What follows belongs to an exercise in optimizing a design on an open flow for small area; a production flow would make more cautious choices. Only the layout flow was run in this run; the RTL was not checked for function there. Power figures rest on the tool's default switching activity, not on a simulated workload.

==> design/flow/design.v <==
module msop_core (
    input  wire        clk,
    input  wire        rst,
    output wire [7:0]  imem_addr,
    input  wire [63:0] imem_data,
    output wire        dmem_re,
    output wire        dmem_we,
    output wire [7:0]  dmem_addr,
    output wire [31:0] dmem_wdata,
    input  wire [31:0] dmem_rdata,
    output wire        halted,
    output wire        aborted,
    output wire [1:0]  abort_cause,
    input  wire [3:0]  dbg_sel,
    output wire [31:0] dbg_val
);
    localparam ST_CLR  = 4'd0;    
    localparam ST_FET  = 4'd1;    
    localparam ST_PC   = 4'd2;    
    localparam ST_PB   = 4'd3;    
    localparam ST_IT   = 4'd4;    
    localparam ST_MV   = 4'd5;    
    localparam ST_PA   = 4'd6;    
    localparam ST_LRQ  = 4'd7;    
    localparam ST_LDD  = 4'd11;   
    localparam ST_HALT = 4'd8;
    localparam ST_ABT1 = 4'd9;    
    localparam ST_ABT2 = 4'd10;   
    reg  [3:0]   state;
    reg  [7:0]   pc;
    reg  [3:0]   k;
    reg  [511:0] ring;
    reg  [31:0]  A, B, Y;
    reg          lap;
    reg          first;
    reg          qn;
    wire [31:0] R = ring[511:480];
    wire [4:0]  op  = imem_data[63:59];
    wire [3:0]  fa  = imem_data[57:54];
    wire [3:0]  fb  = imem_data[52:49];
    wire [3:0]  fc  = imem_data[47:44];
    wire [31:0] imm = imem_data[31:0];
    wire is_ar   = ~op[4] & ~op[3];               
    wire is_mul  = is_ar & (op[1:0] == 2'd0);
    wire is_div  = is_ar & (op[1:0] == 2'd3);
    wire is_md   = is_mul | is_div;
    wire is_sub  = is_ar & (op[1:0] == 2'd2);
    wire is_mem  = (op[4:2] == 3'b010);           
    wire is_ld   = is_mem & ~op[0];
    wire is_st   = is_mem & op[0];
    wire is_set  = (op == 5'd12);
    wire is_br   = (op >= 5'd13) && (op <= 5'd17);
    wire is_ret  = (op == 5'd18);
    wire is_wr   = is_ar | is_set | is_ld;        
    wire regform = is_mem ? op[1] : (is_ar & op[2]);
    wire [3:0] kn = k - 4'd1;
    wire [3:0] fsel = (state == ST_PC) ? fc : (state == ST_PB || state == ST_IT || state == ST_MV) ? fb : fa;
    wire mk = (k == fsel);
    reg        xa1, xa2, xd, s_in;
    reg        selR, selY, selI, inv, cin;
    reg        bload, yload, wen;
    wire [31:0] XA  = (A & {32{xa1}}) | ({A[30:0], 1'b0} & {32{xa2}}) |
                      (dmem_rdata & {32{xd}}) | {31'd0, s_in};
    wire [31:0] XB  = ((R & {32{selR}}) | (Y & {32{selY}}) | (imm & {32{selI}})) ^ {32{inv}};
    wire [16:0] cl;
    wire [16:0] ch;
    wire [15:0] u;
    wire [16:0] t;
    wire [31:0] S;
    assign cl[0] = cin;
    assign ch[0] = 1'b0;
    assign t[0]  = 1'b1;
    genvar gi;
    generate
        for (gi = 0; gi < 16; gi = gi + 1) begin : g_add
            assign S[gi]    = XA[gi] ^ XB[gi] ^ cl[gi];
            assign cl[gi+1] = (XA[gi] & XB[gi]) | (cl[gi] & (XA[gi] ^ XB[gi]));
            assign u[gi]    = XA[gi+16] ^ XB[gi+16] ^ ch[gi];
            assign ch[gi+1] = (XA[gi+16] & XB[gi+16]) | (ch[gi] & (XA[gi+16] ^ XB[gi+16]));
            assign t[gi+1]  = t[gi] & u[gi];
            assign S[gi+16] = u[gi] ^ (cl[16] & t[gi]);
        end
    endgenerate
    wire s_hz = ~|S[31:10];
    wire s_z  = s_hz & ~|S[9:0];
    wire s_n  = S[31];
    reg taken;
    always @(*) begin
        case (op[2:0])
            3'd5: taken = s_z;              
            3'd6: taken = ~s_n;             
            3'd7: taken = s_n | s_z;        
            3'd0: taken = ~s_n & ~s_z;      
            default: taken = s_n;           
        endcase
    end
    wire [7:0] target = imm[31] ? 8'd0 : imm[9:2];
    reg [3:0] nstate;
    reg       pc_adv;
    reg       re, we;
    wire dsub = ~((A[31] & ~first) ^ Y[31]);
    always @(*) begin
        xa1 = 1'b1; xa2 = 1'b0; xd = 1'b0; s_in = 1'b0;
        selR = 1'b0; selY = 1'b0; selI = 1'b0; inv = 1'b0; cin = 1'b0;
        bload = 1'b0; yload = 1'b0; wen = 1'b0;
        nstate = state; pc_adv = 1'b0; re = 1'b0; we = 1'b0;
        case (state)
            ST_CLR: begin
                xa1 = 1'b0; wen = 1'b1;
                if (k == 4'd0) nstate = ST_FET;
            end
            ST_FET: nstate = ST_PC;
            ST_PC: begin
                if (is_ret) nstate = ST_HALT;
                else if (mk) begin
                    xa1 = 1'b0; selR = regform; selI = ~regform;
                    inv = is_sub; cin = is_sub;
                    yload = 1'b1;
                    nstate = (is_div & s_z) ? ST_ABT1 : ST_PB;
                end
            end
            ST_PB: begin
                if (mk) begin
                    selR = 1'b1;
                    if (is_md) begin
                        xa1 = 1'b0;
                        inv = is_div & R[31]; cin = is_div & R[31];
                        bload = 1'b1;
                        nstate = ST_IT;
                    end else begin
                        selR = ~(is_set | is_br);
                        nstate = (is_mem & ~s_hz) ? ST_ABT2 : is_ld ? ST_LRQ : ST_PA;
                    end
                end
            end
            ST_IT: begin
                xa1 = 1'b0; xa2 = ~first;
                if (is_div) begin
                    s_in = B[31];
                    selY = 1'b1; inv = dsub; cin = dsub;
                end else begin
                    selY = B[31];
                end
                if (mk && lap) nstate = is_div ? ST_MV : ST_PA;
            end
            ST_MV: begin
                xa1 = 1'b0; xa2 = 1'b1; s_in = B[31] ^ qn;
                if (mk && lap) nstate = ST_PA;
            end
            ST_LRQ: begin
                re = 1'b1; nstate = ST_LDD;
            end
            ST_LDD: begin
                xa1 = 1'b0; xd = 1'b1; nstate = ST_PA;
            end
            ST_PA: begin
                if (mk) begin
                    pc_adv = 1'b1; nstate = ST_FET;
                    if (is_st) we = 1'b1;
                    if (is_br) begin xa1 = 1'b0; selR = 1'b1; end
                    if (is_wr) begin cin = is_div & qn; wen = 1'b1; end
                end
            end
            default: ;
        endcase
    end
    always @(posedge clk) begin
        ring <= {ring[479:0], wen ? S : R};
        A <= S;
        B <= bload ? S : {B[30:0], ~S[31]};
        if (yload) Y <= S;
        if (state == ST_PC) qn <= S[31];
        else if (state == ST_PB && mk) qn <= qn ^ R[31];
        first <= (state == ST_PB);
        if (state != ST_IT && state != ST_MV) lap <= 1'b0;
        else if (mk) lap <= ~lap;
        if (rst) begin
            state <= ST_CLR;
            pc    <= 8'd0;
            k     <= 4'd15;
        end else begin
            state <= nstate;
            k     <= kn;
            if (pc_adv) pc <= (is_br & taken) ? target : pc + 8'd1;
        end
    end
    assign imem_addr   = pc;
    assign dmem_re     = re;
    assign dmem_we     = we;
    assign dmem_addr   = A[9:2];
    assign dmem_wdata  = R;
    assign halted      = (state == ST_HALT);
    assign aborted     = (state == ST_ABT1) || (state == ST_ABT2);
    assign abort_cause = {state == ST_ABT2, state == ST_ABT1};
    wire [3:0] pos = dbg_sel + ~k;
    reg  [31:0] dv;
    integer i;
    always @(*) begin
        dv = 32'd0;
        for (i = 0; i < 16; i = i + 1)
            dv = dv | (ring[i*32 +: 32] & {32{pos == i[3:0]}});
    end
    assign dbg_val = dv;
endmodule
==> design/flow/run.sh <==
#!/bin/bash
# synth_recipe.tcl (not shown) runs the flow's synth.tcl, then flattens the netlist and writes it again
# the make line also repeats each setting of config.mk as NAME=value (left out here)
make -C /OpenROAD-flow-scripts/flow DESIGN_CONFIG=/design/flow/config.mk WORK_HOME=/design/flow/orfs CLKGATE_MAP_FILE= SYNTH_SCRIPT=/design/flow/synth_recipe.tcl finish
==> design/flow/config.mk <==
export PLATFORM = sky130hd
export DESIGN_NAME = msop_core
export DESIGN_NICKNAME = msop_core
export VERILOG_FILES = /design/flow/design.v
export SDC_FILE = /design/flow/constraint.sdc
export NUM_CORES = 4
export LEC_CHECK = 0
export CAP_MARGIN = 20
export CORE_MARGIN = 2
export CORE_UTILIZATION = 40
export PLACE_DENSITY = 0.6
export SLEW_MARGIN = 20
==> design/flow/constraint.sdc <==
create_clock -name core_clock -period 13.0 [get_ports {clk}]
set_input_delay 2.6000 -clock core_clock [delete_from_list [all_inputs] [get_ports {clk}]]
set_output_delay 2.6000 -clock core_clock [all_outputs]
set_load 0.01 [all_outputs]
==> flow_summary.yaml <==
die:
  die_h_um: 231.7
  die_w_um: 231.7
  rows: 83
  coreArea_um2: 51300
  boundaryPins: 188
  dieArea_um2: 53710
  start_util_pct: 40.44
sta:
  fmax_mhz: 78.94
  slew_headroom_pct: 33.61
  hold_viol_final: 0
  fin_crit_sh_pct: 97.45
  final_max_slew_viol_count: 0
  post-route-min-period_ns: 12.67
  setup_violations: 0
  worstMarginPinSlew_ns: 0.9959
  fin_worst_skew_ns: 0.04066
place:
  gp_congestion: 0.9108
  port_buffers: 172
  dp_hpwl_mm: 40.13
  dpl_cell_area_um2: 23560
  dp.cells: 2534
clock_tree:
  cts-buffers-inserted: 58
  holdBufCountCts: 0
  cts_root_buffer: "clkbuf_16"
  cts_tree: "built"
  clock_sinks: 627
  cts_buffer_depth: 3
  clkSlewWorstSetupHoldPaths_ns: 0.06
  htreeDepth: 2
  insertion_delay_ns: 0.64
worst_setup_path:
  arrival_ns: 13.12
  end_kind: "flip-flop"
  cp.required_ns: 13.45
  cpPeakStageDelay_ns: 0.52
  critPathMaxFanout: 6
  worstSetupStartpointType: "primary input"
  slowest_stage: "fa_1"
  worst-setup-path-type: "primary input to flip-flop"
logic_synthesis:
  synth_cell_types: 77
  synth.avg_cell_area_um2: 12.07
  synth.net_count: 1859
  synth_cells: 1719
  synth-main-ff-cell: "dfxtp_1"
  syn_area_um2: 20750
  async_flop_share_pct: 0
  yosysTopAreaCellShare_pct: 57.32
  ys_seq_elements: 627
  synth_seq_area_share_pct: 62.09
  synth_area_leaders: "dfxtp_1 57%, a22o_1 5.5%, a221oi_1 5.4%"
  yosysWarnings: 1
  synth_area_leader_cell: "dfxtp_1"
  synth_enable_flop_cells: 33
job:
  cap_violations: 0
hold_path:
  min_path_type: "flip-flop to flip-flop"
power:
  swShare_pct: 32.32
  pwr-share-comb_pct: 24.4
  internal_power_mw: 4.330
  p_sw_mw: 2.068
  pwr-share-seq_pct: 49.2
  powerDensity_nw_per_um2: 246.9
  clock_power_share_pct: 26.4
  peakVddDrop_v: 0.0001650
  leakagePower_nw: 10.34
global_routing:
  grt_use_total_pct: 23.10
  grt-ovfl-total: 0
  grt_pass1_vias: 15166
  grt_pass1_wl_mm: 94.22
  antenna_found_initial: 0
  grt_max_degree: 57
drt:
  drc: 0
  wirelength_mm: 63.20
  viasPerCell: 5.688
  drtIter0Drc: 1460
  vias: 15102
  drt_first_pass_iters: 11
  wire_per_inst_um: 23.80
  antenna_left: 0
cells_and_area:
  nets: 2069
  final_area_um2: 25920
  fillers: 4537
  final_cells: 2655
  area_delta_synth_final_pct: 24.92
  drive_gt1_share_pct: 17.06
  antenna_cells: 0
status:
  status: "complete, no violations"
[kinds of logic (layout without fill, tap and decap cells)]
kind of cell	after synthesis	count (layout)	share of synthesized area (%)
adder cells (fa/ha/maj)	39	39	3.462
multiplexers	22	24	1.176
AND/OR/NAND/NOR	299	299	7.520
flip-flops	627	627	62.09
buffers and inverters	206	460	4.686
AO/OA/AOI/OAI	470	470	18.66
XOR/XNOR	56	56	2.400
[synth_stat cells, types with 7 or more instances]
cell type,n
xor2_1,23
o21a_1,7
a31oi_1,7
ha_1,7
nand2b_1,15
dfxtp_1,594
inv_1,56
a222oi_1,62
nor3_1,20
nor2_1,72
xnor2_1,32
nand4_1,39
and3_1,7
edfxtp_1,33
a221oi_1,129
a21oi_1,51
nand2_1,62
clkbuf_1,84
buf_4,44
nor4_1,10
buf_1,8
nand3_1,23
o21ai_0,37
buf_2,9
mux2_2,19
fa_1,31
a22o_1,130
o211ai_1,7
[through the flow]
stage | setup WS, ns | util (%) | hold WS (ns) | setup TNS (ns) | power, mW
detailed placement | -0.9406 | 45.93 | 0.3355 | -15.14 | 4.651
finish | 0.3316 | 50.52 | 0.3275 | 0 | 6.398
CTS | 0.007073 | 50.04 | 0.3300 | 0 | 6.386
floorplan | 0.01170 | - | 0.3308 | 0 | 3.868
global placement | -0.9154 | 45.93 | 0.3330 | -15.02 | 4.627
global route | -0.03369 | 50.52 | 0.3372 | -0.06859 | 6.684
[metal layers]
metal / GRT usage [%] / routed length (um) / vias to the layer above
li1: - / - / 6876
met4: 8.694 / 2169 / 0
met5: 0 / 0 / -
met3: 3.684 / 4329 / 115
met2: 37.06 / 28980 / 628
met1: 31.36 / 27710 / 7483
[critical path, delay by kind of cell]
kind | cells | cell delay [ns]
adder cells (fa/ha/maj) | 15 | 6.45
AO/OA/AOI/OAI | 10 | 1.67
AND/OR/NAND/NOR | 4 | 1.22
buffers and inverters | 4 | 0.84
multiplexers | 1 | 0.34
[cell type report]
type                    count  area [um2]  area share [%]
flip-flops and latches    627       12880           49.71
multi-input cells         888        7328           28.28
clock inverters            16       156.4          0.6035
repair buffers            296        2725           10.51
clock buffers              90        1757           6.778
inverters                  58       217.7          0.8400
well taps                 680       850.8           3.283
[power by group through the flow]
stage	registers (mW)	clock network [mW]	logic [mW]
after floorplan	2.97	0	0.900
after global placement	3.15	0	1.47
after detailed placement	3.17	0	1.48
after CTS	3.14	1.71	1.53
after global routing	3.22	1.79	1.68
final	3.15	1.69	1.56
[registers in the layout (all words and copies together), names as in the netlist]
name	cells
ring	512
state	4
qn	1
first	1
lap	1
B	32
Y	32
A	32
pc	8
k	4
[repair_timing]
item / CTS / global route
pin swaps: 23 / 15
endpoints found under the hold margin: 0 / 0
setup buffers: 7 / 4
endpoints found under the setup margin: 18 / 18
resized for setup: 27 / 42
gates cloned: 2 / 1
[cell usage in the layout (no fill, tap or decap), types with 33 or more instances in the layout]
master           count
a22o_1             129
nor2_1              57
clkbuf_16           62
o21ai_0             35
edfxtp_1            33
a21oi_1             46
inv_1               55
a222oi_1            62
nand2_1             61
nand4_1             39
a221oi_1           129
clkdlybuf4s50_1    156
buf_4              118
dfxtp_1            594
[final timing paths]
check	from	endpoint	slack, ns	depth (start not counted)
worst max-delay path	imem_data[50]	pc[1]	0.33	34
worst min-delay path	ring[192]	ring[224]	0.33	0
worst max register to register	state[0]	pc[1]	1.26	34
worst min register to register	ring[192]	ring[224]	0.33	0

==> afterwards: timing with drivers on the ports <==
The flow's constraints put no driver on any port. The routed layout listed below was extracted and timed again, unchanged, in two steps. Step 1, drivers: a clkbuf_16 drives clk and a buf_2 each remaining input, both assumed. Step 2, shift: input delay + t, output delay - t, t = (earliest + latest rising clock arrival at the registers) / 2. This alone moves slack from input paths to output paths. a / b / c = no drivers / after step 1 / after step 2; a / b = the first two.
t, ns: 0.672
setup WS [ns]: 0.332 / 0.355 / -0.317
worst setup path after step 2: input to register
Met with ideal ports but missed after step 2: setup timing in this run. The setup slack of this run moves by +0.023 ns with the drivers and by -0.649 ns with both steps.
